This design comes from an exercise in tuning for small area, a short achievable clock period and few clock cycles on the open sky130 flow, not from production work.
Only simulation tests tie the RTL to the original design; equivalence was not proved.

## fvmc
module fvmc (
    input  wire        clk,
    input  wire        rst,         
    input  wire        req,         
    input  wire        we,          
    input  wire [5:0]  addr,        
    input  wire [31:0] wdata,
    output wire        ack,         
    output reg  [31:0] rdata,       
    output wire [16:0] mot_yaw,
    output wire [16:0] mot_fwd
);
For scale: ~11000 cells after synthesis, roughly 1200 flip-flops, roughly 92000 sq um of cells after synthesis.
==> flow/config.mk <==
export PLATFORM = sky130hd
export DESIGN_NAME = fvmc
export DESIGN_NICKNAME = fvmc
export VERILOG_FILES = /design/flow/design.v
export SDC_FILE = /design/flow/constraint.sdc
export NUM_CORES = 8
export LEC_CHECK = 0
export CAP_MARGIN = 30
export CORE_MARGIN = 2
export CORE_UTILIZATION = 55
export CTS_CLUSTER_DIAMETER = 100
export CTS_CLUSTER_SIZE = 22
export SLEW_MARGIN = 30
==> flow/constraint.sdc <==
create_clock -name core_clock -period 90.0 [get_ports {clk}]
set_input_delay 18.0000 -clock core_clock [delete_from_list [all_inputs] [get_ports {clk}]]
set_output_delay 18.0000 -clock core_clock [all_outputs]
set_load 0.01 [all_outputs]
standard.sh (not shown) runs the stock make flow with config.mk's settings and CLKGATE_MAP_FILE= SYNTH_SCRIPT=/design/flow/synth_recipe.tcl, a recipe that flattens the netlist after the stock synthesis.
==> flow/flow/run.sh <==
#!/bin/bash
# Own layout flow: the standard ORFS flow, with the port buffers built from
# sky130_fd_sc_hd__buf_4 cells instead of the resizer's default buffer choice.
# Each tool writes its own logs under orfs/logs; the driver's output goes to standard.log.
set -o pipefail
export BUFFER_PORTS_ARGS="-buffer_cell sky130_fd_sc_hd__buf_4"
# ask the timing repair for 51.6 ns of setup slack at the 90 ns clock
export SETUP_SLACK_MARGIN=51.6
bash standard.sh > standard.log 2>&1
The first run finished clean.
Testbench counts at the start, summed over its fixed seeds: cycles 161,913.
Edit:
- CORE_UTILIZATION: 55 -> 45
What happened:
- The new run passed the timing, DRC and antenna checks
- via count went down by a few percent
- final area went up slightly
- die area went up by about a fifth
- worst setup slack got worse by 26 ps
- global-route usage went down by 10 points
- count of clock-buffer cells in the layout stays the same
- sequential cell count stays the same
- fmax is about the same
- area after synthesis stays the same
Edit:
--- a/flow/flow/run.sh
+++ b/flow/flow/run.sh
@@ -7,2 +7,2 @@
-# ask the timing repair for 51.6 ns of setup slack at the 90 ns clock
-export SETUP_SLACK_MARGIN=51.6
+# ask the timing repair for 51 ns of setup slack at the 90 ns clock
+export SETUP_SLACK_MARGIN=51
What happened: The new run passed the timing, DRC and antenna checks. Non-clock buffer count is lower by 22. Worst setup slack loses 570 ps. First-iteration DRC count is higher by 1.8%.
Edit:
- CORE_UTILIZATION: 45 -> 55
=> The changed run ran to the end with no violations. Final area decreases by 1.1%. Worst hold slack gains 11 ps. Non-clock buffer count decreases by 54. Synthesized cell count does not change. Maximum frequency is about the same. Final cell count decreases by 4.1%. Area after synthesis stays the same.

* * *

Setup of north:
fvmc, a different RTL version from the one above (not shown whole).
Size in the first run: roughly 11000 cells after synthesis, roughly 1200 flip-flops, ~110 I/O pins, roughly 0.094 mm^2 of cells after synthesis.
==> flow/config.mk <==
export PLATFORM = sky130hd
export DESIGN_NAME = fvmc
export DESIGN_NICKNAME = fvmc
export VERILOG_FILES = /design/flow/design.v
export SDC_FILE = /design/flow/constraint.sdc
export NUM_CORES = 8
export LEC_CHECK = 0
export CAP_MARGIN = 30
export CORE_MARGIN = 2
export CORE_UTILIZATION = 45
export CTS_CLUSTER_DIAMETER = 100
export CTS_CLUSTER_SIZE = 22
export SLEW_MARGIN = 30
==> flow/constraint.sdc <==
create_clock -name core_clock -period 90.0 [get_ports {clk}]
set_input_delay 18.0000 -clock core_clock [delete_from_list [all_inputs] [get_ports {clk}]]
set_output_delay 18.0000 -clock core_clock [all_outputs]
set_load 0.01 [all_outputs]
==> flow/flow/run.sh <==
#!/bin/bash
# Own layout flow: the standard ORFS flow, with the port buffers built from
# sky130_fd_sc_hd__buf_4 cells instead of the resizer's default buffer choice.
# Each tool writes its own logs under orfs/logs; the driver's output goes to standard.log.
set -o pipefail
export BUFFER_PORTS_ARGS="-buffer_cell sky130_fd_sc_hd__buf_4"
# ask the timing repair for 51 ns of setup slack at the 90 ns clock
export SETUP_SLACK_MARGIN=51
bash standard.sh > standard.log 2>&1
north: no failed stages, no open violations at the end
Testbench counts of north, summed over its fixed seeds: cycles 161,129.
Input changes introduced in south (baseline for comparison: north):
-- flow/flow/run.sh --
<<< north, line 6
export BUFFER_PORTS_ARGS="-buffer_cell sky130_fd_sc_hd__buf_4"
# ask the timing repair for 51 ns of setup slack at the 90 ns clock
export SETUP_SLACK_MARGIN=51
bash standard.sh > standard.log 2>&1
>>> south, line 6
export BUFFER_PORTS_ARGS="-buffer_cell sky130_fd_sc_hd__buf_4"
bash standard.sh > standard.log 2>&1
-- flow/config.mk --
<<< north, line 12
export CTS_CLUSTER_SIZE = 22
export SLEW_MARGIN = 30
>>> south, line 12
export CTS_CLUSTER_SIZE = 22
export SETUP_SLACK_MARGIN = 2
export SLEW_MARGIN = 30
### Flow results
Area of all placed cells without fillers: south vs north, no meaningful difference
Of south and north, the run reporting the higher worst-case headroom to the max-slew limit was north.
Diff north -> south: area share of buffers outside the clock network shows no meaningful change; core occupancy in the finished layout shows no meaningful change; number of vias in the routed layout shows no meaningful change.
On routed wire length, south tracks north almost exactly.
On met2 track demand over resource, south and north are basically level.
south: fmax lower than north
Diff south..north | instance count of the mapped netlist | unchanged

afterwards: timing with drivers on the ports:
The results above use ideal ports. As a check the final layouts listed here were re-extracted and re-timed, cells and wires unchanged. Step 1: set_driving_cell puts a clkbuf_16 on clk and a buf_2 on each other input, an assumption about the parent block. Step 2, shift: input delay + t, output delay - t, t = (earliest + latest rising clock arrival at the registers) / 2. This alone moves slack from input paths to output paths. a / b / c = ideal / step 1 / step 2; a / b = the first two.
run | shift t [ns] | setup slack, ns | latest minus earliest clock arrival (ns)
the first run of note 1 | 0.849 | 51.491 / 51.440 / 51.440 | 0.071 / 0.071
the second run of note 1 | 0.850 | 51.465 / 51.441 / 51.441 | 0.095 / 0.095
the third run of note 1 | 0.850 | 50.895 / 50.867 / 50.867 | 0.083 / 0.083
the fourth run of note 1 | 0.852 | 50.986 / 50.850 / 50.850 | 0.071 / 0.070
north | 0.862 | 50.925 / 50.902 / 50.902 | 0.082 / 0.082
south | 0.866 | 50.487 / 50.455 / 50.455 | 0.082 / 0.082
After both steps setup and hold are still met in every run listed. The setup slack of the fourth run of note 1, which loses most, moves by -0.136 ns with the drivers and by -0.136 ns with both steps.
